This is an optimization exercise on Yosys and OpenROAD, whose aim is small area, a short achievable clock period and few clock cycles, not a production implementation. In this exercise RTL edits were held to simulation tests only and were not proved equivalent to the original.

## flow/design.v (module list and top-level ports; edited modules follow where they fit)
// module rg_div: 62 lines
// module rot_geom: 897 lines
module rot_geom (
    input  wire        clk,
    input  wire        rst,         
    input  wire        start,
    input  wire        op,          
    input  wire [15:0] w,
    input  wire [15:0] h,
    input  wire [15:0] sin_q,       
    input  wire [15:0] cos_q,       
    output wire        busy,
    output wire        done,
    output wire [7:0]  errcode,
    output wire [31:0] res_a,       
    output wire [31:0] res_b        
);
  // ...
==> flow/flow/run.sh <==
#!/bin/bash
# The standard layout, with
#  - repair_timing aiming at a shorter period than the clock (setup margin),
#    repairing only the worst endpoints so that the area stays small;
set -o pipefail
bash standard.sh SETUP_SLACK_MARGIN=9.3 TNS_END_PERCENT=10 \
    "BUFFER_PORTS_ARGS=-buffer_cell sky130_fd_sc_hd__buf_4" finish > std_flow.log 2>&1
==> flow/standard.sh <==
#!/bin/bash
# synth_recipe.tcl (not shown) runs the flow's synth.tcl, then flattens the netlist and writes it again
# the make line also repeats each setting of config.mk as NAME=value (left out here)
make -C /OpenROAD-flow-scripts/flow DESIGN_CONFIG=/design/flow/config.mk WORK_HOME=/design/flow/orfs CLKGATE_MAP_FILE= SYNTH_SCRIPT=/design/flow/synth_recipe.tcl "${@:-finish}"
==> flow/config.mk <==
export PLATFORM = sky130hd
export DESIGN_NAME = rot_geom
export DESIGN_NICKNAME = rot_geom
export VERILOG_FILES = /design/flow/design.v
export SDC_FILE = /design/flow/constraint.sdc
export NUM_CORES = 4
export LEC_CHECK = 0
export CAP_MARGIN = 40
export CORE_MARGIN = 2
export CORE_UTILIZATION = 40
export PLACE_DENSITY = 0.6
export SLEW_MARGIN = 30
==> flow/constraint.sdc <==
create_clock -name core_clock -period 13.0 [get_ports {clk}]
set_input_delay 2.6000 -clock core_clock [delete_from_list [all_inputs] [get_ports {clk}]]
set_output_delay 2.6000 -clock core_clock [all_outputs]
set_load 0.01 [all_outputs]
==> run summary, run 1 <==
Buffers, non-clock=451; Core Util, Final=47.9%; hold path start=p1_ds[2]$_SDFF_PP0_; unrepaired setup endpoints after global routing=true; cts bufs inserted=56; final hold viol count=0; area fraction of the dominant cell type after synthesis=13.2%; Simple-Gate Fraction of Synth Area=17.5%; Worst setup EP type=flop; sequential cell count=433; worst reg-to-reg setup slack=8930 ps; status=timing/DRC/antenna clean; async set-reset flop share out of synthesis=0%; Routed WL per cell=29.9 microns; Filler Cell Count=10,200; port bufs=136; placed insts=6,529; Antenna Cells=28; Fmax=0.246 GHz; area occupied by multi-input gates=30,400 sq um; grt ovf=0; commonest non-fill, non-tap cell in the layout=nand2_1; largest net degree at the start of global routing=74; CTS tree=done; DR vias/cell=6.49; critical-path cell list=inv_1 -> ha_1 -> a21o_1 -> a21o_1 -> a21oi_1 -> o211ai_1 -> a211oi_4 -> or4b_4 -> buf_4 -> buf_6 -> and2_0 -> o21ai_1 -> a31oi_1
Testbench counts, summed over its fixed seeds: cycles 26,260.
==> module rot_geom, before the edit <==
module rot_geom (
    input  wire        clk,
    input  wire        rst,         
    input  wire        start,
    input  wire        op,          
    input  wire [15:0] w,
    input  wire [15:0] h,
    input  wire [15:0] sin_q,       
    input  wire [15:0] cos_q,       
    output wire        busy,
    output wire        done,
    output wire [7:0]  errcode,
    output wire [31:0] res_a,       
    output wire [31:0] res_b        
);
    localparam [1:0] ST_IDLE = 2'd0, ST_MAC = 2'd1, ST_DIV = 2'd2, ST_DONE = 2'd3;
    reg [1:0]  st;
    reg [3:0]  ph;
    reg        op_q, err;
    reg [15:0] w_q, h_q, s_q, c_q;
    reg        wge, cgs, ceqs;        
    reg        amb;                   
    reg        thin2;                 
    reg        f15;
    reg        goA, goB;
    reg [1:0]  st_nx;
    reg        busy_o, done_o;        
    wire       busy_i  = (st == ST_MAC) || (st == ST_DIV);
    assign busy    = busy_o;
    assign done    = done_o;
    assign errcode = err ? 8'h32 : 8'h00;
    wire accept = start && !busy_i;
    wire start_fin = (w == 16'd0) || (h == 16'd0) || (op && sin_q == 16'd0 && cos_q == 16'd0);
    wire [15:0] L  = wge ? w_q : h_q;
    wire [15:0] Sh = wge ? h_q : w_q;
    wire [31:0] QA, QB;
    wire [30:0] RA, RB, DA, DB;
    wire        negA, negB, actA, actB, lastA, lastB;
    localparam [2:0] A_S = 3'd0, A_C = 3'd1, A_W = 3'd2, A_H = 3'd3, A_ZH = 3'd4, A_ZL = 3'd5;
    localparam [1:0] B_C = 2'd0, B_S = 2'd1, B_L = 2'd2;
    localparam [2:0] AD_0 = 3'd0, AD_RA = 3'd1, AD_RB = 3'd2, AD_D = 3'd3, AD_E = 3'd4, AD_SH = 3'd5;
    localparam [1:0] M_ADD = 2'd0, M_SUB = 2'd1, M_RSUB = 2'd2;    
    localparam [2:0] DS_QA = 3'd0, DS_QB = 3'd1, DS_RA = 3'd2, DS_RB = 3'd3, DS_D = 3'd4,
                     DS_QAS = 3'd5, DS_QBS = 3'd6, DS_AMB = 3'd7;
    wire [1:0] m_sub = cgs ? M_SUB : M_RSUB;
    reg        n_v;
    reg [2:0]  n_a, n_ad, n_ds;
    reg [1:0]  n_b, n_m;
    wire [3:0] nph = ph + 4'd1;
    always @* begin
        n_v = 1'b0; n_a = A_S; n_b = B_C; n_ad = AD_0; n_m = M_ADD; n_ds = DS_QA;
        if (!op_q) begin
            case (nph)
                4'd1: begin n_v = 1'b1; n_a = A_W; n_b = B_S; n_ds = DS_RB; end
                4'd2: begin n_v = 1'b1; n_a = A_H; n_b = B_S; n_ad = AD_RA; n_ds = DS_QAS; end
                4'd3: begin n_v = 1'b1; n_a = A_H; n_b = B_C; n_ad = AD_RB; n_ds = DS_QBS; end
                default: ;
            endcase
        end else begin
            case (nph)
                4'd1: begin n_v = 1'b1; n_a = A_C;  n_b = B_C; n_ds = DS_D; end
                4'd2: begin n_v = 1'b1; n_a = A_ZH; n_b = B_L; n_ad = AD_SH; n_m = M_SUB; n_ds = DS_QB; end
                4'd3: begin n_v = 1'b1; n_a = A_S;  n_b = B_S; n_ad = AD_D;  n_m = m_sub; n_ds = DS_D; end
                4'd4: begin n_v = 1'b1; n_a = A_W;  n_b = B_C; n_ds = DS_RA; end
                4'd5: begin n_v = 1'b1; n_a = A_H;  n_b = B_C; n_ds = DS_RB; end
                4'd6: begin n_v = 1'b1; n_a = A_H;  n_b = B_S; n_ad = AD_RA; n_m = m_sub; n_ds = DS_RA; end
                4'd7: begin n_v = 1'b1; n_a = A_W;  n_b = B_S; n_ad = AD_RB; n_m = m_sub; n_ds = DS_RB; end
                4'd8: begin n_v = amb;  n_a = A_ZL; n_b = B_L; n_ad = AD_E;  n_m = M_SUB; n_ds = DS_AMB; end
                default: ;
            endcase
        end
    end
    wire [33:0] X;
    reg [15:0] mA, mB;
    reg        p1_v;
    reg [2:0]  p1_ad, p1_ds;
    reg [1:0]  p1_m;
    reg [15:0] na_v, nb_v;
    always @* begin
        case (n_a)
            A_S:  na_v = s_q;
            A_C:  na_v = c_q;
            A_W:  na_v = w_q;
            A_H:  na_v = h_q;
            A_ZH: na_v = X[30:15];
            default: na_v = {1'b0, QA[14:0]};
        endcase
        case (n_b)
            B_C: nb_v = c_q;
            B_S: nb_v = s_q;
            default: nb_v = L;
        endcase
    end
    reg [31:0] addend;
    always @* begin
        case (p1_ad)
            AD_RA: addend = {1'b0, RA};
            AD_RB: addend = {1'b0, RB};
            AD_D:  addend = {1'b0, DA};
            AD_E:  addend = {QB[16:0], 15'd0};
            AD_SH: addend = {2'b00, Sh, 14'd0};
            default: addend = 32'd0;
        endcase
    end
    wire        p1_inv = (p1_m != M_ADD);
    wire [15:0] mul_a = mA;
    wire [15:0] mul_b = mB;
    wire [33:0] mul_add = {2'b00, addend} ^ {34{p1_inv}};
    wire        mul_cin = (p1_m == M_RSUB);
    wire [33:0] mul_s, mul_c;
    wire [255:0] pp;
    genvar gi, gj;
    generate for (gi = 0; gi < 16; gi = gi + 1) begin : g_pp
      for (gj = 0; gj < 16; gj = gj + 1) begin : g_ppj
        assign pp[gi*16+gj] = mul_a[gj] & mul_b[gi];
      end
    end endgenerate
    wire hs1 = pp[12] ^ pp[27];
    wire hc2 = pp[12] & pp[27];
    wire fs3 = pp[13] ^ pp[28] ^ pp[43];
    wire fc4 = (pp[13] & pp[28]) | (pp[13] & pp[43]) | (pp[28] & pp[43]);
    wire hs5 = pp[58] ^ pp[73];
    wire hc6 = pp[58] & pp[73];
    wire fs7 = pp[14] ^ pp[29] ^ pp[44];
    wire fc8 = (pp[14] & pp[29]) | (pp[14] & pp[44]) | (pp[29] & pp[44]);
    wire fs9 = pp[59] ^ pp[74] ^ pp[89];
    wire fc10 = (pp[59] & pp[74]) | (pp[59] & pp[89]) | (pp[74] & pp[89]);
    wire hs11 = pp[104] ^ pp[119];
    wire hc12 = pp[104] & pp[119];
    wire fs13 = pp[15] ^ pp[30] ^ pp[45];
    wire fc14 = (pp[15] & pp[30]) | (pp[15] & pp[45]) | (pp[30] & pp[45]);
    wire fs15 = pp[60] ^ pp[75] ^ pp[90];
    wire fc16 = (pp[60] & pp[75]) | (pp[60] & pp[90]) | (pp[75] & pp[90]);
    wire fs17 = pp[105] ^ pp[120] ^ pp[135];
    wire fc18 = (pp[105] & pp[120]) | (pp[105] & pp[135]) | (pp[120] & pp[135]);
    wire hs19 = pp[150] ^ pp[165];
    wire hc20 = pp[150] & pp[165];
    wire fs21 = pp[31] ^ pp[46] ^ pp[61];
    wire fc22 = (pp[31] & pp[46]) | (pp[31] & pp[61]) | (pp[46] & pp[61]);
    wire fs23 = pp[76] ^ pp[91] ^ pp[106];
    wire fc24 = (pp[76] & pp[91]) | (pp[76] & pp[106]) | (pp[91] & pp[106]);
    wire fs25 = pp[121] ^ pp[136] ^ pp[151];
    wire fc26 = (pp[121] & pp[136]) | (pp[121] & pp[151]) | (pp[136] & pp[151]);
    wire hs27 = pp[166] ^ pp[181];
    wire hc28 = pp[166] & pp[181];
    wire fs29 = pp[47] ^ pp[62] ^ pp[77];
    wire fc30 = (pp[47] & pp[62]) | (pp[47] & pp[77]) | (pp[62] & pp[77]);
    wire fs31 = pp[92] ^ pp[107] ^ pp[122];
    wire fc32 = (pp[92] & pp[107]) | (pp[92] & pp[122]) | (pp[107] & pp[122]);
    wire fs33 = pp[137] ^ pp[152] ^ pp[167];
    wire fc34 = (pp[137] & pp[152]) | (pp[137] & pp[167]) | (pp[152] & pp[167]);
    wire fs35 = pp[63] ^ pp[78] ^ pp[93];
    wire fc36 = (pp[63] & pp[78]) | (pp[63] & pp[93]) | (pp[78] & pp[93]);
    wire fs37 = pp[108] ^ pp[123] ^ pp[138];
    wire fc38 = (pp[108] & pp[123]) | (pp[108] & pp[138]) | (pp[123] & pp[138]);
    wire fs39 = pp[79] ^ pp[94] ^ pp[109];
    wire fc40 = (pp[79] & pp[94]) | (pp[79] & pp[109]) | (pp[94] & pp[109]);
    wire hs41 = pp[8] ^ pp[23];
    wire hc42 = pp[8] & pp[23];
    wire fs43 = pp[9] ^ pp[24] ^ pp[39];
    wire fc44 = (pp[9] & pp[24]) | (pp[9] & pp[39]) | (pp[24] & pp[39]);
    wire hs45 = pp[54] ^ pp[69];
    wire hc46 = pp[54] & pp[69];
    wire fs47 = pp[10] ^ pp[25] ^ pp[40];
    wire fc48 = (pp[10] & pp[25]) | (pp[10] & pp[40]) | (pp[25] & pp[40]);
    wire fs49 = pp[55] ^ pp[70] ^ pp[85];
    wire fc50 = (pp[55] & pp[70]) | (pp[55] & pp[85]) | (pp[70] & pp[85]);
    wire hs51 = pp[100] ^ pp[115];
    wire hc52 = pp[100] & pp[115];
    wire fs53 = pp[11] ^ pp[26] ^ pp[41];
    wire fc54 = (pp[11] & pp[26]) | (pp[11] & pp[41]) | (pp[26] & pp[41]);
    wire fs55 = pp[56] ^ pp[71] ^ pp[86];
    wire fc56 = (pp[56] & pp[71]) | (pp[56] & pp[86]) | (pp[71] & pp[86]);
    wire fs57 = pp[101] ^ pp[116] ^ pp[131];
    wire fc58 = (pp[101] & pp[116]) | (pp[101] & pp[131]) | (pp[116] & pp[131]);
    wire hs59 = pp[146] ^ pp[161];
    wire hc60 = pp[146] & pp[161];
    wire fs61 = hs1 ^ pp[42] ^ pp[57];
    wire fc62 = (hs1 & pp[42]) | (hs1 & pp[57]) | (pp[42] & pp[57]);
    wire fs63 = pp[72] ^ pp[87] ^ pp[102];
    wire fc64 = (pp[72] & pp[87]) | (pp[72] & pp[102]) | (pp[87] & pp[102]);
    wire fs65 = pp[117] ^ pp[132] ^ pp[147];
    wire fc66 = (pp[117] & pp[132]) | (pp[117] & pp[147]) | (pp[132] & pp[147]);
    wire fs67 = pp[162] ^ pp[177] ^ pp[192];
    wire fc68 = (pp[162] & pp[177]) | (pp[162] & pp[192]) | (pp[177] & pp[192]);
    wire fs69 = hc2 ^ fs3 ^ hs5;
    wire fc70 = (hc2 & fs3) | (hc2 & hs5) | (fs3 & hs5);
    wire fs71 = pp[88] ^ pp[103] ^ pp[118];
    wire fc72 = (pp[88] & pp[103]) | (pp[88] & pp[118]) | (pp[103] & pp[118]);
    wire fs73 = pp[133] ^ pp[148] ^ pp[163];
    wire fc74 = (pp[133] & pp[148]) | (pp[133] & pp[163]) | (pp[148] & pp[163]);
    wire fs75 = pp[178] ^ pp[193] ^ pp[208];
    wire fc76 = (pp[178] & pp[193]) | (pp[178] & pp[208]) | (pp[193] & pp[208]);
    wire fs77 = fc4 ^ hc6 ^ fs7;
    wire fc78 = (fc4 & hc6) | (fc4 & fs7) | (hc6 & fs7);
    wire fs79 = fs9 ^ hs11 ^ pp[134];
    wire fc80 = (fs9 & hs11) | (fs9 & pp[134]) | (hs11 & pp[134]);
    wire fs81 = pp[149] ^ pp[164] ^ pp[179];
    wire fc82 = (pp[149] & pp[164]) | (pp[149] & pp[179]) | (pp[164] & pp[179]);
    wire fs83 = pp[194] ^ pp[209] ^ pp[224];
    wire fc84 = (pp[194] & pp[209]) | (pp[194] & pp[224]) | (pp[209] & pp[224]);
    wire fs85 = fc8 ^ fc10 ^ hc12;
    wire fc86 = (fc8 & fc10) | (fc8 & hc12) | (fc10 & hc12);
    wire fs87 = fs13 ^ fs15 ^ fs17;
    wire fc88 = (fs13 & fs15) | (fs13 & fs17) | (fs15 & fs17);
    wire fs89 = hs19 ^ pp[180] ^ pp[195];
    wire fc90 = (hs19 & pp[180]) | (hs19 & pp[195]) | (pp[180] & pp[195]);
    wire fs91 = pp[210] ^ pp[225] ^ pp[240];
    wire fc92 = (pp[210] & pp[225]) | (pp[210] & pp[240]) | (pp[225] & pp[240]);
    wire fs93 = fc14 ^ fc16 ^ fc18;
    wire fc94 = (fc14 & fc16) | (fc14 & fc18) | (fc16 & fc18);
    wire fs95 = hc20 ^ fs21 ^ fs23;
    wire fc96 = (hc20 & fs21) | (hc20 & fs23) | (fs21 & fs23);
    wire fs97 = fs25 ^ hs27 ^ pp[196];
    wire fc98 = (fs25 & hs27) | (fs25 & pp[196]) | (hs27 & pp[196]);
    wire fs99 = pp[211] ^ pp[226] ^ pp[241];
    wire fc100 = (pp[211] & pp[226]) | (pp[211] & pp[241]) | (pp[226] & pp[241]);
    wire fs101 = fc22 ^ fc24 ^ fc26;
    wire fc102 = (fc22 & fc24) | (fc22 & fc26) | (fc24 & fc26);
    wire fs103 = hc28 ^ fs29 ^ fs31;
    wire fc104 = (hc28 & fs29) | (hc28 & fs31) | (fs29 & fs31);
    wire fs105 = fs33 ^ pp[182] ^ pp[197];
    wire fc106 = (fs33 & pp[182]) | (fs33 & pp[197]) | (pp[182] & pp[197]);
    wire fs107 = pp[212] ^ pp[227] ^ pp[242];
    wire fc108 = (pp[212] & pp[227]) | (pp[212] & pp[242]) | (pp[227] & pp[242]);
    wire fs109 = fc30 ^ fc32 ^ fc34;
    wire fc110 = (fc30 & fc32) | (fc30 & fc34) | (fc32 & fc34);
    wire fs111 = fs35 ^ fs37 ^ pp[153];
    wire fc112 = (fs35 & fs37) | (fs35 & pp[153]) | (fs37 & pp[153]);
    wire fs113 = pp[168] ^ pp[183] ^ pp[198];
    wire fc114 = (pp[168] & pp[183]) | (pp[168] & pp[198]) | (pp[183] & pp[198]);
    wire fs115 = pp[213] ^ pp[228] ^ pp[243];
    wire fc116 = (pp[213] & pp[228]) | (pp[213] & pp[243]) | (pp[228] & pp[243]);
    wire fs117 = fc36 ^ fc38 ^ fs39;
    wire fc118 = (fc36 & fc38) | (fc36 & fs39) | (fc38 & fs39);
    wire fs119 = pp[124] ^ pp[139] ^ pp[154];
    wire fc120 = (pp[124] & pp[139]) | (pp[124] & pp[154]) | (pp[139] & pp[154]);
    wire fs121 = pp[169] ^ pp[184] ^ pp[199];
    wire fc122 = (pp[169] & pp[184]) | (pp[169] & pp[199]) | (pp[184] & pp[199]);
    wire fs123 = pp[214] ^ pp[229] ^ pp[244];
    wire fc124 = (pp[214] & pp[229]) | (pp[214] & pp[244]) | (pp[229] & pp[244]);
    wire fs125 = fc40 ^ pp[95] ^ pp[110];
    wire fc126 = (fc40 & pp[95]) | (fc40 & pp[110]) | (pp[95] & pp[110]);
    wire fs127 = pp[125] ^ pp[140] ^ pp[155];
    wire fc128 = (pp[125] & pp[140]) | (pp[125] & pp[155]) | (pp[140] & pp[155]);
    wire fs129 = pp[170] ^ pp[185] ^ pp[200];
    wire fc130 = (pp[170] & pp[185]) | (pp[170] & pp[200]) | (pp[185] & pp[200]);
    wire fs131 = pp[215] ^ pp[230] ^ pp[245];
    wire fc132 = (pp[215] & pp[230]) | (pp[215] & pp[245]) | (pp[230] & pp[245]);
    wire fs133 = pp[111] ^ pp[126] ^ pp[141];
    wire fc134 = (pp[111] & pp[126]) | (pp[111] & pp[141]) | (pp[126] & pp[141]);
    wire fs135 = pp[156] ^ pp[171] ^ pp[186];
    wire fc136 = (pp[156] & pp[171]) | (pp[156] & pp[186]) | (pp[171] & pp[186]);
    wire fs137 = pp[201] ^ pp[216] ^ pp[231];
    wire fc138 = (pp[201] & pp[216]) | (pp[201] & pp[231]) | (pp[216] & pp[231]);
    wire fs139 = pp[127] ^ pp[142] ^ pp[157];
    wire fc140 = (pp[127] & pp[142]) | (pp[127] & pp[157]) | (pp[142] & pp[157]);
    wire fs141 = pp[172] ^ pp[187] ^ pp[202];
    wire fc142 = (pp[172] & pp[187]) | (pp[172] & pp[202]) | (pp[187] & pp[202]);
    wire fs143 = pp[143] ^ pp[158] ^ pp[173];
    wire fc144 = (pp[143] & pp[158]) | (pp[143] & pp[173]) | (pp[158] & pp[173]);
    wire hs145 = pp[5] ^ pp[20];
    wire hc146 = pp[5] & pp[20];
    wire fs147 = pp[6] ^ pp[21] ^ pp[36];
    wire fc148 = (pp[6] & pp[21]) | (pp[6] & pp[36]) | (pp[21] & pp[36]);
    wire hs149 = pp[51] ^ pp[66];
    wire hc150 = pp[51] & pp[66];
    wire fs151 = pp[7] ^ pp[22] ^ pp[37];
    wire fc152 = (pp[7] & pp[22]) | (pp[7] & pp[37]) | (pp[22] & pp[37]);
    wire fs153 = pp[52] ^ pp[67] ^ pp[82];
    wire fc154 = (pp[52] & pp[67]) | (pp[52] & pp[82]) | (pp[67] & pp[82]);
    wire hs155 = pp[97] ^ pp[112];
    wire hc156 = pp[97] & pp[112];
    wire fs157 = hs41 ^ pp[38] ^ pp[53];
    wire fc158 = (hs41 & pp[38]) | (hs41 & pp[53]) | (pp[38] & pp[53]);
    wire fs159 = pp[68] ^ pp[83] ^ pp[98];
    wire fc160 = (pp[68] & pp[83]) | (pp[68] & pp[98]) | (pp[83] & pp[98]);
    wire fs161 = pp[113] ^ pp[128] ^ mul_add[8];
    wire fc162 = (pp[113] & pp[128]) | (pp[113] & mul_add[8]) | (pp[128] & mul_add[8]);
    wire fs163 = hc42 ^ fs43 ^ hs45;
    wire fc164 = (hc42 & fs43) | (hc42 & hs45) | (fs43 & hs45);
    wire fs165 = pp[84] ^ pp[99] ^ pp[114];
    wire fc166 = (pp[84] & pp[99]) | (pp[84] & pp[114]) | (pp[99] & pp[114]);
    wire fs167 = pp[129] ^ pp[144] ^ mul_add[9];
    wire fc168 = (pp[129] & pp[144]) | (pp[129] & mul_add[9]) | (pp[144] & mul_add[9]);
    wire fs169 = fc44 ^ hc46 ^ fs47;
    wire fc170 = (fc44 & hc46) | (fc44 & fs47) | (hc46 & fs47);
    wire fs171 = fs49 ^ hs51 ^ pp[130];
    wire fc172 = (fs49 & hs51) | (fs49 & pp[130]) | (hs51 & pp[130]);
    wire fs173 = pp[145] ^ pp[160] ^ mul_add[10];
    wire fc174 = (pp[145] & pp[160]) | (pp[145] & mul_add[10]) | (pp[160] & mul_add[10]);
    wire fs175 = fc48 ^ fc50 ^ hc52;
    wire fc176 = (fc48 & fc50) | (fc48 & hc52) | (fc50 & hc52);
    wire fs177 = fs53 ^ fs55 ^ fs57;
    wire fc178 = (fs53 & fs55) | (fs53 & fs57) | (fs55 & fs57);
    wire fs179 = hs59 ^ pp[176] ^ mul_add[11];
    wire fc180 = (hs59 & pp[176]) | (hs59 & mul_add[11]) | (pp[176] & mul_add[11]);
    wire fs181 = fc54 ^ fc56 ^ fc58;
    wire fc182 = (fc54 & fc56) | (fc54 & fc58) | (fc56 & fc58);
    wire fs183 = hc60 ^ fs61 ^ fs63;
    wire fc184 = (hc60 & fs61) | (hc60 & fs63) | (fs61 & fs63);
    wire fs185 = fs65 ^ fs67 ^ mul_add[12];
    wire fc186 = (fs65 & fs67) | (fs65 & mul_add[12]) | (fs67 & mul_add[12]);
    wire fs187 = fc62 ^ fc64 ^ fc66;
    wire fc188 = (fc62 & fc64) | (fc62 & fc66) | (fc64 & fc66);
    wire fs189 = fc68 ^ fs69 ^ fs71;
    wire fc190 = (fc68 & fs69) | (fc68 & fs71) | (fs69 & fs71);
    wire fs191 = fs73 ^ fs75 ^ mul_add[13];
    wire fc192 = (fs73 & fs75) | (fs73 & mul_add[13]) | (fs75 & mul_add[13]);
    wire fs193 = fc70 ^ fc72 ^ fc74;
    wire fc194 = (fc70 & fc72) | (fc70 & fc74) | (fc72 & fc74);
    wire fs195 = fc76 ^ fs77 ^ fs79;
    wire fc196 = (fc76 & fs77) | (fc76 & fs79) | (fs77 & fs79);
    wire fs197 = fs81 ^ fs83 ^ mul_add[14];
    wire fc198 = (fs81 & fs83) | (fs81 & mul_add[14]) | (fs83 & mul_add[14]);
    wire fs199 = fc78 ^ fc80 ^ fc82;
    wire fc200 = (fc78 & fc80) | (fc78 & fc82) | (fc80 & fc82);
    wire fs201 = fc84 ^ fs85 ^ fs87;
    wire fc202 = (fc84 & fs85) | (fc84 & fs87) | (fs85 & fs87);
    wire fs203 = fs89 ^ fs91 ^ mul_add[15];
    wire fc204 = (fs89 & fs91) | (fs89 & mul_add[15]) | (fs91 & mul_add[15]);
    wire fs205 = fc86 ^ fc88 ^ fc90;
    wire fc206 = (fc86 & fc88) | (fc86 & fc90) | (fc88 & fc90);
    wire fs207 = fc92 ^ fs93 ^ fs95;
    wire fc208 = (fc92 & fs93) | (fc92 & fs95) | (fs93 & fs95);
    wire fs209 = fs97 ^ fs99 ^ mul_add[16];
    wire fc210 = (fs97 & fs99) | (fs97 & mul_add[16]) | (fs99 & mul_add[16]);
    wire fs211 = fc94 ^ fc96 ^ fc98;
    wire fc212 = (fc94 & fc96) | (fc94 & fc98) | (fc96 & fc98);
    wire fs213 = fc100 ^ fs101 ^ fs103;
    wire fc214 = (fc100 & fs101) | (fc100 & fs103) | (fs101 & fs103);
    wire fs215 = fs105 ^ fs107 ^ mul_add[17];
    wire fc216 = (fs105 & fs107) | (fs105 & mul_add[17]) | (fs107 & mul_add[17]);
    wire fs217 = fc102 ^ fc104 ^ fc106;
    wire fc218 = (fc102 & fc104) | (fc102 & fc106) | (fc104 & fc106);
    wire fs219 = fc108 ^ fs109 ^ fs111;
    wire fc220 = (fc108 & fs109) | (fc108 & fs111) | (fs109 & fs111);
    wire fs221 = fs113 ^ fs115 ^ mul_add[18];
    wire fc222 = (fs113 & fs115) | (fs113 & mul_add[18]) | (fs115 & mul_add[18]);
    wire fs223 = fc110 ^ fc112 ^ fc114;
    wire fc224 = (fc110 & fc112) | (fc110 & fc114) | (fc112 & fc114);
    wire fs225 = fc116 ^ fs117 ^ fs119;
    wire fc226 = (fc116 & fs117) | (fc116 & fs119) | (fs117 & fs119);
    wire fs227 = fs121 ^ fs123 ^ mul_add[19];
    wire fc228 = (fs121 & fs123) | (fs121 & mul_add[19]) | (fs123 & mul_add[19]);
    wire fs229 = fc118 ^ fc120 ^ fc122;
    wire fc230 = (fc118 & fc120) | (fc118 & fc122) | (fc120 & fc122);
    wire fs231 = fc124 ^ fs125 ^ fs127;
    wire fc232 = (fc124 & fs125) | (fc124 & fs127) | (fs125 & fs127);
    wire fs233 = fs129 ^ fs131 ^ mul_add[20];
    wire fc234 = (fs129 & fs131) | (fs129 & mul_add[20]) | (fs131 & mul_add[20]);
    wire fs235 = fc126 ^ fc128 ^ fc130;
    wire fc236 = (fc126 & fc128) | (fc126 & fc130) | (fc128 & fc130);
    wire fs237 = fc132 ^ fs133 ^ fs135;
    wire fc238 = (fc132 & fs133) | (fc132 & fs135) | (fs133 & fs135);
    wire fs239 = fs137 ^ pp[246] ^ mul_add[21];
    wire fc240 = (fs137 & pp[246]) | (fs137 & mul_add[21]) | (pp[246] & mul_add[21]);
    wire fs241 = fc134 ^ fc136 ^ fc138;
    wire fc242 = (fc134 & fc136) | (fc134 & fc138) | (fc136 & fc138);
    wire fs243 = fs139 ^ fs141 ^ pp[217];
    wire fc244 = (fs139 & fs141) | (fs139 & pp[217]) | (fs141 & pp[217]);
    wire fs245 = pp[232] ^ pp[247] ^ mul_add[22];
    wire fc246 = (pp[232] & pp[247]) | (pp[232] & mul_add[22]) | (pp[247] & mul_add[22]);
    wire fs247 = fc140 ^ fc142 ^ fs143;
    wire fc248 = (fc140 & fc142) | (fc140 & fs143) | (fc142 & fs143);
    wire fs249 = pp[188] ^ pp[203] ^ pp[218];
    wire fc250 = (pp[188] & pp[203]) | (pp[188] & pp[218]) | (pp[203] & pp[218]);
    wire fs251 = pp[233] ^ pp[248] ^ mul_add[23];
    wire fc252 = (pp[233] & pp[248]) | (pp[233] & mul_add[23]) | (pp[248] & mul_add[23]);
    wire fs253 = fc144 ^ pp[159] ^ pp[174];
    wire fc254 = (fc144 & pp[159]) | (fc144 & pp[174]) | (pp[159] & pp[174]);
    wire fs255 = pp[189] ^ pp[204] ^ pp[219];
    wire fc256 = (pp[189] & pp[204]) | (pp[189] & pp[219]) | (pp[204] & pp[219]);
    wire fs257 = pp[234] ^ pp[249] ^ mul_add[24];
    wire fc258 = (pp[234] & pp[249]) | (pp[234] & mul_add[24]) | (pp[249] & mul_add[24]);
    wire fs259 = pp[175] ^ pp[190] ^ pp[205];
    wire fc260 = (pp[175] & pp[190]) | (pp[175] & pp[205]) | (pp[190] & pp[205]);
    wire fs261 = pp[220] ^ pp[235] ^ pp[250];
    wire fc262 = (pp[220] & pp[235]) | (pp[220] & pp[250]) | (pp[235] & pp[250]);
    wire fs263 = pp[191] ^ pp[206] ^ pp[221];
    wire fc264 = (pp[191] & pp[206]) | (pp[191] & pp[221]) | (pp[206] & pp[221]);
    wire hs265 = pp[3] ^ pp[18];
    wire hc266 = pp[3] & pp[18];
    wire fs267 = pp[4] ^ pp[19] ^ pp[34];
    wire fc268 = (pp[4] & pp[19]) | (pp[4] & pp[34]) | (pp[19] & pp[34]);
    wire hs269 = pp[49] ^ pp[64];
    wire hc270 = pp[49] & pp[64];
    wire fs271 = hs145 ^ pp[35] ^ pp[50];
    wire fc272 = (hs145 & pp[35]) | (hs145 & pp[50]) | (pp[35] & pp[50]);
    wire fs273 = pp[65] ^ pp[80] ^ mul_add[5];
    wire fc274 = (pp[65] & pp[80]) | (pp[65] & mul_add[5]) | (pp[80] & mul_add[5]);
    wire fs275 = hc146 ^ fs147 ^ hs149;
    wire fc276 = (hc146 & fs147) | (hc146 & hs149) | (fs147 & hs149);
    wire fs277 = pp[81] ^ pp[96] ^ mul_add[6];
    wire fc278 = (pp[81] & pp[96]) | (pp[81] & mul_add[6]) | (pp[96] & mul_add[6]);
    wire fs279 = fc148 ^ hc150 ^ fs151;
    wire fc280 = (fc148 & hc150) | (fc148 & fs151) | (hc150 & fs151);
    wire fs281 = fs153 ^ hs155 ^ mul_add[7];
    wire fc282 = (fs153 & hs155) | (fs153 & mul_add[7]) | (hs155 & mul_add[7]);
    wire fs283 = fc152 ^ fc154 ^ hc156;
    wire fc284 = (fc152 & fc154) | (fc152 & hc156) | (fc154 & hc156);
    wire fs285 = fs157 ^ fs159 ^ fs161;
    wire fc286 = (fs157 & fs159) | (fs157 & fs161) | (fs159 & fs161);
    wire fs287 = fc158 ^ fc160 ^ fc162;
    wire fc288 = (fc158 & fc160) | (fc158 & fc162) | (fc160 & fc162);
    wire fs289 = fs163 ^ fs165 ^ fs167;
    wire fc290 = (fs163 & fs165) | (fs163 & fs167) | (fs165 & fs167);
    wire fs291 = fc164 ^ fc166 ^ fc168;
    wire fc292 = (fc164 & fc166) | (fc164 & fc168) | (fc166 & fc168);
    wire fs293 = fs169 ^ fs171 ^ fs173;
    wire fc294 = (fs169 & fs171) | (fs169 & fs173) | (fs171 & fs173);
    wire fs295 = fc170 ^ fc172 ^ fc174;
    wire fc296 = (fc170 & fc172) | (fc170 & fc174) | (fc172 & fc174);
    wire fs297 = fs175 ^ fs177 ^ fs179;
    wire fc298 = (fs175 & fs177) | (fs175 & fs179) | (fs177 & fs179);
    wire fs299 = fc176 ^ fc178 ^ fc180;
    wire fc300 = (fc176 & fc178) | (fc176 & fc180) | (fc178 & fc180);
    wire fs301 = fs181 ^ fs183 ^ fs185;
    wire fc302 = (fs181 & fs183) | (fs181 & fs185) | (fs183 & fs185);
    wire fs303 = fc182 ^ fc184 ^ fc186;
    wire fc304 = (fc182 & fc184) | (fc182 & fc186) | (fc184 & fc186);
    wire fs305 = fs187 ^ fs189 ^ fs191;
    wire fc306 = (fs187 & fs189) | (fs187 & fs191) | (fs189 & fs191);
    wire fs307 = fc188 ^ fc190 ^ fc192;
    wire fc308 = (fc188 & fc190) | (fc188 & fc192) | (fc190 & fc192);
    wire fs309 = fs193 ^ fs195 ^ fs197;
    wire fc310 = (fs193 & fs195) | (fs193 & fs197) | (fs195 & fs197);
    wire fs311 = fc194 ^ fc196 ^ fc198;
    wire fc312 = (fc194 & fc196) | (fc194 & fc198) | (fc196 & fc198);
    wire fs313 = fs199 ^ fs201 ^ fs203;
    wire fc314 = (fs199 & fs201) | (fs199 & fs203) | (fs201 & fs203);
    wire fs315 = fc200 ^ fc202 ^ fc204;
    wire fc316 = (fc200 & fc202) | (fc200 & fc204) | (fc202 & fc204);
    wire fs317 = fs205 ^ fs207 ^ fs209;
    wire fc318 = (fs205 & fs207) | (fs205 & fs209) | (fs207 & fs209);
    wire fs319 = fc206 ^ fc208 ^ fc210;
    wire fc320 = (fc206 & fc208) | (fc206 & fc210) | (fc208 & fc210);
    wire fs321 = fs211 ^ fs213 ^ fs215;
    wire fc322 = (fs211 & fs213) | (fs211 & fs215) | (fs213 & fs215);
    wire fs323 = fc212 ^ fc214 ^ fc216;
    wire fc324 = (fc212 & fc214) | (fc212 & fc216) | (fc214 & fc216);
    wire fs325 = fs217 ^ fs219 ^ fs221;
    wire fc326 = (fs217 & fs219) | (fs217 & fs221) | (fs219 & fs221);
    wire fs327 = fc218 ^ fc220 ^ fc222;
    wire fc328 = (fc218 & fc220) | (fc218 & fc222) | (fc220 & fc222);
    wire fs329 = fs223 ^ fs225 ^ fs227;
    wire fc330 = (fs223 & fs225) | (fs223 & fs227) | (fs225 & fs227);
    wire fs331 = fc224 ^ fc226 ^ fc228;
    wire fc332 = (fc224 & fc226) | (fc224 & fc228) | (fc226 & fc228);
    wire fs333 = fs229 ^ fs231 ^ fs233;
    wire fc334 = (fs229 & fs231) | (fs229 & fs233) | (fs231 & fs233);
    wire fs335 = fc230 ^ fc232 ^ fc234;
    wire fc336 = (fc230 & fc232) | (fc230 & fc234) | (fc232 & fc234);
    wire fs337 = fs235 ^ fs237 ^ fs239;
    wire fc338 = (fs235 & fs237) | (fs235 & fs239) | (fs237 & fs239);
    wire fs339 = fc236 ^ fc238 ^ fc240;
    wire fc340 = (fc236 & fc238) | (fc236 & fc240) | (fc238 & fc240);
    wire fs341 = fs241 ^ fs243 ^ fs245;
    wire fc342 = (fs241 & fs243) | (fs241 & fs245) | (fs243 & fs245);
    wire fs343 = fc242 ^ fc244 ^ fc246;
    wire fc344 = (fc242 & fc244) | (fc242 & fc246) | (fc244 & fc246);
    wire fs345 = fs247 ^ fs249 ^ fs251;
    wire fc346 = (fs247 & fs249) | (fs247 & fs251) | (fs249 & fs251);
    wire fs347 = fc248 ^ fc250 ^ fc252;
    wire fc348 = (fc248 & fc250) | (fc248 & fc252) | (fc250 & fc252);
    wire fs349 = fs253 ^ fs255 ^ fs257;
    wire fc350 = (fs253 & fs255) | (fs253 & fs257) | (fs255 & fs257);
    wire fs351 = fc254 ^ fc256 ^ fc258;
    wire fc352 = (fc254 & fc256) | (fc254 & fc258) | (fc256 & fc258);
    wire fs353 = fs259 ^ fs261 ^ mul_add[25];
    wire fc354 = (fs259 & fs261) | (fs259 & mul_add[25]) | (fs261 & mul_add[25]);
    wire fs355 = fc260 ^ fc262 ^ fs263;
    wire fc356 = (fc260 & fc262) | (fc260 & fs263) | (fc262 & fs263);
    wire fs357 = pp[236] ^ pp[251] ^ mul_add[26];
    wire fc358 = (pp[236] & pp[251]) | (pp[236] & mul_add[26]) | (pp[251] & mul_add[26]);
    wire fs359 = fc264 ^ pp[207] ^ pp[222];
    wire fc360 = (fc264 & pp[207]) | (fc264 & pp[222]) | (pp[207] & pp[222]);
    wire fs361 = pp[237] ^ pp[252] ^ mul_add[27];
    wire fc362 = (pp[237] & pp[252]) | (pp[237] & mul_add[27]) | (pp[252] & mul_add[27]);
    wire fs363 = pp[223] ^ pp[238] ^ pp[253];
    wire fc364 = (pp[223] & pp[238]) | (pp[223] & pp[253]) | (pp[238] & pp[253]);
    wire hs365 = pp[2] ^ pp[17];
    wire hc366 = pp[2] & pp[17];
    wire fs367 = hs265 ^ pp[33] ^ pp[48];
    wire fc368 = (hs265 & pp[33]) | (hs265 & pp[48]) | (pp[33] & pp[48]);
    wire fs369 = hc266 ^ fs267 ^ hs269;
    wire fc370 = (hc266 & fs267) | (hc266 & hs269) | (fs267 & hs269);
    wire fs371 = fc268 ^ hc270 ^ fs271;
    wire fc372 = (fc268 & hc270) | (fc268 & fs271) | (hc270 & fs271);
    wire fs373 = fc272 ^ fc274 ^ fs275;
    wire fc374 = (fc272 & fc274) | (fc272 & fs275) | (fc274 & fs275);
    wire fs375 = fc276 ^ fc278 ^ fs279;
    wire fc376 = (fc276 & fc278) | (fc276 & fs279) | (fc278 & fs279);
    wire fs377 = fc280 ^ fc282 ^ fs283;
    wire fc378 = (fc280 & fc282) | (fc280 & fs283) | (fc282 & fs283);
    wire fs379 = fc284 ^ fc286 ^ fs287;
    wire fc380 = (fc284 & fc286) | (fc284 & fs287) | (fc286 & fs287);
    wire fs381 = fc288 ^ fc290 ^ fs291;
    wire fc382 = (fc288 & fc290) | (fc288 & fs291) | (fc290 & fs291);
    wire fs383 = fc292 ^ fc294 ^ fs295;
    wire fc384 = (fc292 & fc294) | (fc292 & fs295) | (fc294 & fs295);
    wire fs385 = fc296 ^ fc298 ^ fs299;
    wire fc386 = (fc296 & fc298) | (fc296 & fs299) | (fc298 & fs299);
    wire fs387 = fc300 ^ fc302 ^ fs303;
    wire fc388 = (fc300 & fc302) | (fc300 & fs303) | (fc302 & fs303);
    wire fs389 = fc304 ^ fc306 ^ fs307;
    wire fc390 = (fc304 & fc306) | (fc304 & fs307) | (fc306 & fs307);
    wire fs391 = fc308 ^ fc310 ^ fs311;
    wire fc392 = (fc308 & fc310) | (fc308 & fs311) | (fc310 & fs311);
    wire fs393 = fc312 ^ fc314 ^ fs315;
    wire fc394 = (fc312 & fc314) | (fc312 & fs315) | (fc314 & fs315);
    wire fs395 = fc316 ^ fc318 ^ fs319;
    wire fc396 = (fc316 & fc318) | (fc316 & fs319) | (fc318 & fs319);
    wire fs397 = fc320 ^ fc322 ^ fs323;
    wire fc398 = (fc320 & fc322) | (fc320 & fs323) | (fc322 & fs323);
    wire fs399 = fc324 ^ fc326 ^ fs327;
    wire fc400 = (fc324 & fc326) | (fc324 & fs327) | (fc326 & fs327);
    wire fs401 = fc328 ^ fc330 ^ fs331;
    wire fc402 = (fc328 & fc330) | (fc328 & fs331) | (fc330 & fs331);
    wire fs403 = fc332 ^ fc334 ^ fs335;
    wire fc404 = (fc332 & fc334) | (fc332 & fs335) | (fc334 & fs335);
    wire fs405 = fc336 ^ fc338 ^ fs339;
    wire fc406 = (fc336 & fc338) | (fc336 & fs339) | (fc338 & fs339);
    wire fs407 = fc340 ^ fc342 ^ fs343;
    wire fc408 = (fc340 & fc342) | (fc340 & fs343) | (fc342 & fs343);
    wire fs409 = fc344 ^ fc346 ^ fs347;
    wire fc410 = (fc344 & fc346) | (fc344 & fs347) | (fc346 & fs347);
    wire fs411 = fc348 ^ fc350 ^ fs351;
    wire fc412 = (fc348 & fc350) | (fc348 & fs351) | (fc350 & fs351);
    wire fs413 = fc352 ^ fc354 ^ fs355;
    wire fc414 = (fc352 & fc354) | (fc352 & fs355) | (fc354 & fs355);
    wire fs415 = fc356 ^ fc358 ^ fs359;
    wire fc416 = (fc356 & fc358) | (fc356 & fs359) | (fc358 & fs359);
    wire fs417 = fc360 ^ fc362 ^ fs363;
    wire fc418 = (fc360 & fc362) | (fc360 & fs363) | (fc362 & fs363);
    wire fs419 = fc364 ^ pp[239] ^ pp[254];
    wire fc420 = (fc364 & pp[239]) | (fc364 & pp[254]) | (pp[239] & pp[254]);
    wire hs421 = pp[0] ^ mul_add[0];
    wire hc422 = pp[0] & mul_add[0];
    wire fs423 = pp[1] ^ pp[16] ^ mul_add[1];
    wire fc424 = (pp[1] & pp[16]) | (pp[1] & mul_add[1]) | (pp[16] & mul_add[1]);
    wire fs425 = hs365 ^ pp[32] ^ mul_add[2];
    wire fc426 = (hs365 & pp[32]) | (hs365 & mul_add[2]) | (pp[32] & mul_add[2]);
    wire fs427 = hc366 ^ fs367 ^ mul_add[3];
    wire fc428 = (hc366 & fs367) | (hc366 & mul_add[3]) | (fs367 & mul_add[3]);
    wire fs429 = fc368 ^ fs369 ^ mul_add[4];
    wire fc430 = (fc368 & fs369) | (fc368 & mul_add[4]) | (fs369 & mul_add[4]);
    wire fs431 = fc370 ^ fs371 ^ fs273;
    wire fc432 = (fc370 & fs371) | (fc370 & fs273) | (fs371 & fs273);
    wire fs433 = fc372 ^ fs373 ^ fs277;
    wire fc434 = (fc372 & fs373) | (fc372 & fs277) | (fs373 & fs277);
    wire fs435 = fc374 ^ fs375 ^ fs281;
    wire fc436 = (fc374 & fs375) | (fc374 & fs281) | (fs375 & fs281);
    wire fs437 = fc376 ^ fs377 ^ fs285;
    wire fc438 = (fc376 & fs377) | (fc376 & fs285) | (fs377 & fs285);
    wire fs439 = fc378 ^ fs379 ^ fs289;
    wire fc440 = (fc378 & fs379) | (fc378 & fs289) | (fs379 & fs289);
    wire fs441 = fc380 ^ fs381 ^ fs293;
    wire fc442 = (fc380 & fs381) | (fc380 & fs293) | (fs381 & fs293);
    wire fs443 = fc382 ^ fs383 ^ fs297;
    wire fc444 = (fc382 & fs383) | (fc382 & fs297) | (fs383 & fs297);
    wire fs445 = fc384 ^ fs385 ^ fs301;
    wire fc446 = (fc384 & fs385) | (fc384 & fs301) | (fs385 & fs301);
    wire fs447 = fc386 ^ fs387 ^ fs305;
    wire fc448 = (fc386 & fs387) | (fc386 & fs305) | (fs387 & fs305);
    wire fs449 = fc388 ^ fs389 ^ fs309;
    wire fc450 = (fc388 & fs389) | (fc388 & fs309) | (fs389 & fs309);
    wire fs451 = fc390 ^ fs391 ^ fs313;
    wire fc452 = (fc390 & fs391) | (fc390 & fs313) | (fs391 & fs313);
    wire fs453 = fc392 ^ fs393 ^ fs317;
    wire fc454 = (fc392 & fs393) | (fc392 & fs317) | (fs393 & fs317);
    wire fs455 = fc394 ^ fs395 ^ fs321;
    wire fc456 = (fc394 & fs395) | (fc394 & fs321) | (fs395 & fs321);
    wire fs457 = fc396 ^ fs397 ^ fs325;
    wire fc458 = (fc396 & fs397) | (fc396 & fs325) | (fs397 & fs325);
    wire fs459 = fc398 ^ fs399 ^ fs329;
    wire fc460 = (fc398 & fs399) | (fc398 & fs329) | (fs399 & fs329);
    wire fs461 = fc400 ^ fs401 ^ fs333;
    wire fc462 = (fc400 & fs401) | (fc400 & fs333) | (fs401 & fs333);
    wire fs463 = fc402 ^ fs403 ^ fs337;
    wire fc464 = (fc402 & fs403) | (fc402 & fs337) | (fs403 & fs337);
    wire fs465 = fc404 ^ fs405 ^ fs341;
    wire fc466 = (fc404 & fs405) | (fc404 & fs341) | (fs405 & fs341);
    wire fs467 = fc406 ^ fs407 ^ fs345;
    wire fc468 = (fc406 & fs407) | (fc406 & fs345) | (fs407 & fs345);
    wire fs469 = fc408 ^ fs409 ^ fs349;
    wire fc470 = (fc408 & fs409) | (fc408 & fs349) | (fs409 & fs349);
    wire fs471 = fc410 ^ fs411 ^ fs353;
    wire fc472 = (fc410 & fs411) | (fc410 & fs353) | (fs411 & fs353);
    wire fs473 = fc412 ^ fs413 ^ fs357;
    wire fc474 = (fc412 & fs413) | (fc412 & fs357) | (fs413 & fs357);
    wire fs475 = fc414 ^ fs415 ^ fs361;
    wire fc476 = (fc414 & fs415) | (fc414 & fs361) | (fs415 & fs361);
    wire fs477 = fc416 ^ fs417 ^ mul_add[28];
    wire fc478 = (fc416 & fs417) | (fc416 & mul_add[28]) | (fs417 & mul_add[28]);
    wire fs479 = fc418 ^ fs419 ^ mul_add[29];
    wire fc480 = (fc418 & fs419) | (fc418 & mul_add[29]) | (fs419 & mul_add[29]);
    wire fs481 = fc420 ^ pp[255] ^ mul_add[30];
    wire fc482 = (fc420 & pp[255]) | (fc420 & mul_add[30]) | (pp[255] & mul_add[30]);
    assign mul_s[0] = hs421;
    assign mul_c[0] = mul_cin;
    assign mul_s[1] = hc422;
    assign mul_c[1] = fs423;
    assign mul_s[2] = fc424;
    assign mul_c[2] = fs425;
    assign mul_s[3] = fc426;
    assign mul_c[3] = fs427;
    assign mul_s[4] = fc428;
    assign mul_c[4] = fs429;
    assign mul_s[5] = fc430;
    assign mul_c[5] = fs431;
    assign mul_s[6] = fc432;
    assign mul_c[6] = fs433;
    assign mul_s[7] = fc434;
    assign mul_c[7] = fs435;
    assign mul_s[8] = fc436;
    assign mul_c[8] = fs437;
    assign mul_s[9] = fc438;
    assign mul_c[9] = fs439;
    assign mul_s[10] = fc440;
    assign mul_c[10] = fs441;
    assign mul_s[11] = fc442;
    assign mul_c[11] = fs443;
    assign mul_s[12] = fc444;
    assign mul_c[12] = fs445;
    assign mul_s[13] = fc446;
    assign mul_c[13] = fs447;
    assign mul_s[14] = fc448;
    assign mul_c[14] = fs449;
    assign mul_s[15] = fc450;
    assign mul_c[15] = fs451;
    assign mul_s[16] = fc452;
    assign mul_c[16] = fs453;
    assign mul_s[17] = fc454;
    assign mul_c[17] = fs455;
    assign mul_s[18] = fc456;
    assign mul_c[18] = fs457;
    assign mul_s[19] = fc458;
    assign mul_c[19] = fs459;
    assign mul_s[20] = fc460;
    assign mul_c[20] = fs461;
    assign mul_s[21] = fc462;
    assign mul_c[21] = fs463;
    assign mul_s[22] = fc464;
    assign mul_c[22] = fs465;
    assign mul_s[23] = fc466;
    assign mul_c[23] = fs467;
    assign mul_s[24] = fc468;
    assign mul_c[24] = fs469;
    assign mul_s[25] = fc470;
    assign mul_c[25] = fs471;
    assign mul_s[26] = fc472;
    assign mul_c[26] = fs473;
    assign mul_s[27] = fc474;
    assign mul_c[27] = fs475;
    assign mul_s[28] = fc476;
    assign mul_c[28] = fs477;
    assign mul_s[29] = fc478;
    assign mul_c[29] = fs479;
    assign mul_s[30] = fc480;
    assign mul_c[30] = fs481;
    assign mul_s[31] = fc482;
    assign mul_c[31] = mul_add[31];
    assign mul_s[32] = mul_add[32];
    assign mul_c[32] = 1'b0;
    assign mul_s[33] = mul_add[33];
    assign mul_c[33] = 1'b0;
    reg [33:0] ms, mc;
    reg        s2_v, s2_inv;
    reg [2:0]  s2_ds;
    assign X = (ms + mc) ^ {34{s2_inv}};
    wire        xneg = X[33];
    wire [30:0] xmag = X[30:0] ^ {31{xneg}};      
    wire wr_qa  = s2_v && (s2_ds == DS_QA  || s2_ds == DS_QAS);
    wire wr_qb  = s2_v && (s2_ds == DS_QB  || s2_ds == DS_QBS);
    wire wr_ra  = s2_v && (s2_ds == DS_RA);
    wire wr_rb  = s2_v && (s2_ds == DS_RB);
    wire wr_d   = s2_v && (s2_ds == DS_D);
    wire [31:0] qa_v = (s2_ds == DS_QAS) ? {14'd0, X[32:15]} : X[31:0];
    wire [31:0] qb_v = (s2_ds == DS_QBS) ? {14'd0, X[32:15]} : X[31:0];
    wire amb_thin = X[33] || (X[32:0] == 33'd0);    
    wire        e_le0    = X[33] || (X == 34'd0);
    wire        thin_now = ceqs || e_le0;
    wire        irect_mac = (st == ST_MAC) && op_q;
    wire        thin_ld0  = irect_mac && (ph == 4'd3) && thin_now;
    wire        thin_ld   = irect_mac && ((ph == 4'd3) || (ph == 4'd10 && thin2));
    wire [15:0] dA_thin = wge ? s_q : c_q;
    wire [15:0] dB_thin = wge ? c_q : s_q;
    function [4:0] bitlen31;
        input [30:0] x;
        reg [31:0] v;
        reg [15:0] a2;  reg [31:0] p2;      
        reg [7:0]  a4;  reg [15:0] p4;      
        reg [3:0]  a8;  reg [11:0] p8;      
        reg [1:0]  a16; reg [7:0]  p16;     
        integer i;
        begin
            v = {1'b0, x};
            for (i = 0; i < 16; i = i + 1) begin
                a2[i] = v[2*i+1] | v[2*i];
                p2[2*i +: 2] = {1'b0, v[2*i+1]};
            end
            for (i = 0; i < 8; i = i + 1) begin
                a4[i] = a2[2*i+1] | a2[2*i];
                p4[2*i +: 2] = a2[2*i+1] ? {1'b1, p2[4*i+2]} : {1'b0, p2[4*i]};
            end
            for (i = 0; i < 4; i = i + 1) begin
                a8[i] = a4[2*i+1] | a4[2*i];
                p8[3*i +: 3] = a4[2*i+1] ? {1'b1, p4[4*i+2 +: 2]} : {1'b0, p4[4*i +: 2]};
            end
            for (i = 0; i < 2; i = i + 1) begin
                a16[i] = a8[2*i+1] | a8[2*i];
                p16[4*i +: 4] = a8[2*i+1] ? {1'b1, p8[6*i+3 +: 3]} : {1'b0, p8[6*i +: 3]};
            end
            if (a16[1])      bitlen31 = {1'b1, p16[7:4]} + 5'd1;
            else if (a16[0]) bitlen31 = {1'b0, p16[3:0]} + 5'd1;
            else             bitlen31 = 5'd0;
        end
    endfunction
    function [4:0] bitlen16;
        input [15:0] x;
        bitlen16 = bitlen31({15'd0, x});
    endfunction
    function [4:0] tcalc;             
        input [4:0] bm, bd;
        input       f;
        reg   [4:0] tr;
        reg   [3:0] fm1;
        begin
            tr  = bd - bm - 5'd1;
            fm1 = f ? 4'd14 : 4'd13;
            tcalc = {(bm >= bd), (tr > {1'b0, fm1}) ? fm1 : tr[3:0]};
        end
    endfunction
    reg  [4:0] bldN;                  
    reg  [4:0] tA, tB;                
    reg  [4:0] tA_thin, tB_thin, blSh, bldA, bldB;
    always @(posedge clk) begin
        blSh    <= bitlen16(Sh);
        bldA    <= bitlen16(dA_thin);
        bldB    <= bitlen16(dB_thin);
        tA_thin <= tcalc(blSh, bldA, 1'b0);
        tB_thin <= tcalc(blSh, bldB, 1'b0);
    end
    reg al_sel;           
    wire [30:0] al_m   = al_sel ? RB : RA;
    wire        al_neg = al_sel ? negB : negA;
    wire [4:0]  al_t   = al_sel ? tB : tA;
    wire        al_fb  = al_t[4];
    wire [3:0]  t      = al_t[3:0];
    wire [45:0] shx    = {al_m, {15{al_neg}}} << t;
    wire [30:0] al_r0  = shx[45:15];
    wire [5:0]  al_k0  = (f15 ? 6'd15 : 6'd14) - {2'd0, t};
    wire clr_q = accept;
    wire kill  = rst || accept;
    rg_div u_da (
        .clk(clk),
        .ld_r(thin_ld || wr_ra), .ld_rv(thin_ld ? {15'd0, Sh} : xmag), .ld_neg(thin_ld ? 1'b0 : xneg),
        .ld_d(thin_ld || wr_d),  .ld_dv(thin_ld ? {15'd0, dA_thin} : X[30:0]),
        .ld_q(clr_q || wr_qa),   .ld_qv(clr_q ? 32'd0 : qa_v),
        .go(goA), .al_fb(al_fb), .al_r0(al_r0), .al_k0(al_k0), .f15(f15), .kill(kill),
        .Q(QA), .R(RA), .D(DA), .neg(negA), .act(actA), .last(lastA)
    );
    rg_div u_db (
        .clk(clk),
        .ld_r(thin_ld || wr_rb), .ld_rv(thin_ld ? {15'd0, Sh} : xmag), .ld_neg(thin_ld ? 1'b0 : xneg),
        .ld_d(thin_ld || wr_d),  .ld_dv(thin_ld ? {15'd0, dB_thin} : X[30:0]),
        .ld_q(clr_q || wr_qb),   .ld_qv(clr_q ? 32'd0 : qb_v),
        .go(goB), .al_fb(al_fb), .al_r0(al_r0), .al_k0(al_k0), .f15(f15), .kill(kill),
        .Q(QB), .R(RB), .D(DB), .neg(negB), .act(actB), .last(lastB)
    );
    assign res_a = QA;
    assign res_b = QB;
    wire div_fin = !goA && !goB && (!actA || lastA) && (!actB || lastB);
    always @(posedge clk) begin
        st_nx = st;
        wge  <= (w_q >= h_q);
        cgs  <= (c_q > s_q);
        ceqs <= (c_q == s_q);
        mA    <= na_v;
        mB    <= nb_v;
        p1_v  <= n_v && (st == ST_MAC) && !thin_ld0;
        p1_ad <= n_ad;
        p1_m  <= n_m;
        p1_ds <= n_ds;
        ms     <= mul_s;
        mc     <= mul_c;
        s2_v   <= p1_v && !thin_ld0;
        s2_inv <= (p1_m == M_SUB);
        s2_ds  <= p1_ds;
        goA <= 1'b0;
        goB <= 1'b0;
        if (!busy_i) begin
            op_q <= op;
            w_q  <= w;
            h_q  <= h;
            s_q  <= sin_q;
            c_q  <= cos_q;
            err  <= (w == 16'd0) || (h == 16'd0);
            mA    <= op ? sin_q : w;
            mB    <= cos_q;
            p1_ad <= AD_0;
            p1_m  <= M_ADD;
            p1_ds <= op ? DS_QA : DS_RA;
        end
        if (s2_v && s2_ds == DS_AMB) thin2 <= amb_thin;
        bldN <= bitlen31(DA);
        if (thin_ld) begin
            tA <= tA_thin;
            tB <= tB_thin;
        end else if (f15) begin
            tA <= tcalc(bitlen31(RA), bldN, 1'b1);
            tB <= tcalc(bitlen31(RB), bldN, 1'b1);
        end
        if (rst) begin
            st_nx   = ST_IDLE;
            p1_v <= 1'b0;
            s2_v <= 1'b0;
        end else begin
            case (st)
                ST_IDLE, ST_DONE: begin
                    st_nx = ST_IDLE;
                    ph   <= 4'd0;
                    p1_v <= 1'b0;
                    if (start) begin
                        if (start_fin) begin
                            st_nx   = ST_DONE;
                            p1_v <= 1'b0;
                        end else begin
                            st_nx   = ST_MAC;
                            p1_v <= 1'b1;
                        end
                    end
                end
                ST_MAC: begin
                    ph <= ph + 4'd1;
                    if (!op_q) begin
                        if (ph == 4'd4) st_nx = ST_DONE;
                    end else begin
                        if (ph == 4'd4) begin
                            amb <= !ceqs && !QB[31] && (QB != 32'd0) &&
                                   (QB[30:16] == 15'd0) && (QB[15:0] < L);
                        end
                        if (ph == 4'd3) begin
                            f15 <= !thin_now;
                            if (thin_now) begin
                                goA    <= 1'b1;
                                al_sel <= 1'b0;
                                st_nx     = ST_DIV;
                            end
                        end
                        if (ph == 4'd8 && !amb) begin
                            goA    <= 1'b1;
                            al_sel <= 1'b0;
                        end
                        if (ph == 4'd9 && !amb) begin
                            goB    <= 1'b1;
                            al_sel <= 1'b1;
                            st_nx     = ST_DIV;
                        end
                        if (ph == 4'd10 && amb) begin
                            f15    <= !thin2;
                            goA    <= 1'b1;
                            al_sel <= 1'b0;
                            st_nx     = ST_DIV;
                        end
                    end
                end
                ST_DIV: begin
                    if (goA && !actB) begin
                        goB    <= (al_sel == 1'b0) && !goB;
                        al_sel <= 1'b1;
                    end
                    if (div_fin) st_nx = ST_DONE;
                end
                default: st_nx = ST_IDLE;
            endcase
        end
        st     <= st_nx;
        if (rst) begin
            busy_o <= 1'b0;
            done_o <= 1'b0;
        end else if (!busy_i) begin
            busy_o <= start && !start_fin;
            done_o <= start && start_fin;
        end else if (st == ST_MAC && !op_q) begin
            busy_o <= (ph != 4'd4);
            done_o <= (ph == 4'd4);
        end else if (st == ST_DIV) begin
            busy_o <= !div_fin;
            done_o <= div_fin;
        end else begin
            busy_o <= 1'b1;
            done_o <= 1'b0;
        end
    end
endmodule
==> inputs of run 2 (changes only) <==
--- a/flow/design.v
+++ b/flow/design.v
@@ -741,7 +741,8 @@
     wire [31:0] qa_v = (s2_ds == DS_QAS) ? {14'd0, X[32:15]} : X[31:0];
     wire [31:0] qb_v = (s2_ds == DS_QBS) ? {14'd0, X[32:15]} : X[31:0];
     wire amb_thin = X[33] || (X[32:0] == 33'd0);    
-    wire        e_le0    = X[33] || (X == 34'd0);
+    wire [34:0] e_chk    = {ms, 1'b1} + {mc, 1'b1};
+    wire        e_le0    = !e_chk[34];
     wire        thin_now = ceqs || e_le0;
     wire        irect_mac = (st == ST_MAC) && op_q;
     wire        thin_ld0  = irect_mac && (ph == 4'd3) && thin_now;
==> run 2 against run 1 <==
  * Register-to-register slack worse by 90 ps
  * Maximum frequency down 2.2%
  * Area after synthesis down 0.85%
  * Critical path depth down 3
  * Core utilization up 0.38 points
  * Die area down 0.83%
  * Routed wire length down 2.6%
  * Critical path type unchanged
==> run summary, run 2 <==
status=timing/DRC/antenna clean; critical path startpoint category=flop; CP Buf/Inv Count=2; most flop-heavy register=ms; mux cell area share after synthesis=6.32%; ANT nets after route=0; Fmax=0.240 GHz (-2.2%); number of synthesized flops with an enable pin=155; cts bufs inserted=52 (-7.1%); share of layout cells above drive strength 1=18.9%; fin crit share=32.0%; most common library cells after synthesis=nand2_1 (496), inv_1 (438), a21oi_1 (426), nor2_1 (364), o21ai_0 (350); final hold viol count=0 (unchanged); Synth Area per Inst=8.20 sq um; row count=118; DR vias=43,400; vias in the first global route=40,600; worst reg-to-reg setup slack=8840 ps (-90 ps); Critical R2R Capture=mc[11]$_DFF_P_; Worst-Skew Late Latency=680 ps; grt ovf=0 (unchanged); Initial Utilization=40.3%; synth top area cells=dfxtp_1 (13%), edfxtp_1 (11%), fa_1 (11%), ha_1 (6.6%), a21oi_1 (5.1%); async set-reset flop share out of synthesis=0% (unchanged); gr usage total=35.7%; Reg clk slew, reported paths=70 ps; hold path depth=0; Net count, final=5,803; pre-CTS WS=7370 ps; Post-Syn Instances=5,098; final period demand of the worst path=4160 ps; Die ar.=107,000 sq um; fin area=50,100 sq um; clock sink total=433; max reg flops=33; commonest non-fill, non-tap cells in the layout=nand2_1 (478), inv_1 (430), buf_4 (400); Synth cell types=98; unrepaired setup endpoints after global routing=true; DR iter-0 viols=6,699; count leader, synth=nand2_1; Synth Register Bits=433; cell mode on critical path=fa_1; Most used DFF post-synth=dfxtp_1; hold crit path type=flop to flop; R2R depth=10; DR pass1 iterations=7; main combinational cell family by area after synthesis=compound AO/OA/AOI/OAI gates; Slowest-stage cell, CP=dfxtp_2; Worst setup EP type=flop; Die Span Y=327 microns; Worst-Margin Slew=1080 ps; family with the most delay on the worst path=adder cells; area fraction of the dominant cell type after synthesis=13.3% (+0.11 points); Adder-Cell Fraction of Synth Area=17.7%; RD Place Congestion=1.06; Clock Path Buffers=3; reg2reg start=u_da.R[10]$_DFF_P_; critical-path cell list=inv_1 -> o21ai_0 -> a22oi_1 -> nor2_1 -> xnor2_1 -> fa_1 -> fa_1 -> fa_1 -> inv_1 -> fa_1; Die Span X=327 microns; CP peak stage delay=550 ps; cell area after synthesis=41,800 sq um; routed wire length=199 mm; Final Setup Violations=0; clk_skew=70.4 ps; Detailed Place HPWL=143 mm; Core Box Area=104,000 sq um; Area after DPL=44,500 sq um; largest net degree at the start of global routing=78 (+5.4%); hold path start=p1_ds[0]$_SDFF_PP0_; CTS tree=done; Worst Path Max Fanout=8; DR vias/cell=6.46 (-0.47%); PnR worst setup slack=8840 ps; Synth Area in Compound Gates=21.5%; port bufs=136 (unchanged); Routed WL per cell=29.6 microns (-0.97%); critical path arrival=4710 ps; commonest non-fill, non-tap cell in the layout=nand2_1; Fin Setup TNS=0 ps; Simple-Gate Fraction of Synth Area=17.5% (-0.018 points); CP Data Required Time=13,550 ps; post-synth top area cell=dfxtp_1; Filler Cell Count=9,995 (-1.7%); IO Pins=142; H-tree levels=2; Slew Viols, Final=0; Hold EP=s2_ds[0]$_DFF_P_; Post-Synth XOR/XNOR Area=5.17%; Min Hold Slack=331 ps; root buf cell=clkbuf_16; Max Cap Viol=0; first-pass GRT wire length=282 mm; CTS Hold Bufs=0; antenna violations before repair=10; Crit Path Class=flop to flop; Layout area overhead=19.8%; DRC=0; part of the Yosys area used for sequential elements=24.4%; Slew HR=27.4%; synthesis warning total=2
[run 2: worst max path at each step]
stage / from / endpoint / cells after the start
finish: u_da.R[10]$_DFF_P_ / mc[11]$_DFF_P_ / 10
global route: u_db.str[1]$_DFFE_PP_ / u_db.Q[11]$_DFF_P_ / 15
CTS: err$_DFFE_PP_ / errcode[5] / 1
detailed placement: start / u_da.Q[5]$_DFF_P_ / 10
global placement: start / u_da.Q[16]$_DFF_P_ / 10
floorplan: start / u_da.Q[15]$_DFF_P_ / 9
[run 2: final cells by class]
cell class                 instances  area [sq um]  share of cell area (%)
multi-input combinational       3880         30200                    60.2
clock buffer                      62          1390                    2.77
sequential                       433         10500                    20.9
inverter                         441          1670                    3.33
antenna                           10          25.0                  0.0500
tap                             1380          1730                    3.45
timing repair buffer             474          4170                    8.32
clock inverter                    36           474                   0.947
[run 2: through the flow]
step,utilization [%],cells
final,48.3,6716
after global routing,48.3,6707
after CTS,47.1,6648
after detailed placement,42.9,6404
after global placement,42.8,6389
after floorplan,-,5102
[run 2: cells by family (layout without fill, tap and decap cells)]
group           Yosys count  after routing
simple gates           1524           1527
compound gates         1404           1405
buf+inv                 793           1013
fa+ha+maj               453            453
flops                   433            433
xor+xnor                245            245
mux                     245            245
other cells               1             15
[run 2: worst register-to-register path, cell delays in order (launching register included)]
cell     delay [ps]
dfxtp_2         550
inv_1           230
o21ai_0         550
a22oi_1         160
nor2_1          420
xnor2_1         240
fa_1            480
fa_1            400
fa_1            510
inv_1            50
fa_1            450
[run 2: timing repair]
action	in CTS	in global routing
pin swaps	82	94
gates cloned	13	3
hold endpoints to repair	0	0
resized for setup	345	178
endpoints found under the setup margin	286	272
setup buffers	133	49
[run 2: routing by layer]
metal  track usage (%)  vias to the layer above  routed length, microns
li1                  -                    18400                       -
met1              44.7                    20900                   73600
met2              52.4                     3270                   82800
met3              10.6                      835                   25300
met4              25.5                        8                   17400
met5                 0                        -                      59
Testbench counts of run 2, summed over its fixed seeds: cycles 26,260.

-- separate check: timing with driven ports --
In the flow no input, the clock included, has a driving cell. The finished layouts below were timed again as built, in two steps. Step 1, drivers: a clkbuf_16 drives clk and a buf_2 each remaining input, both assumed. Step 2 adds t to the input delays and takes it off the output delays; t is the mean of the earliest and latest rising clock arrival at the registers after step 1. Input paths then give back, and output paths get back, about the clock's delay inside the block. Three values: no drivers, after step 1, after step 2; two values: the first two.
run	shift t [ns]	setup slack, ns	hold slack, ns	worst slew at a driven data input, ns
run 1	0.746	8.931 / 8.864 / 8.292	0.333 / 0.333 / 0.333	0.14
run 2	0.711	8.841 / 8.841 / 8.266	0.331 / 0.331 / 0.331	0.13
After both steps setup and hold are still met in every run listed. For run 1, which loses most, drivers alone change the setup slack by -0.067 ns; drivers and shift together by -0.639 ns.
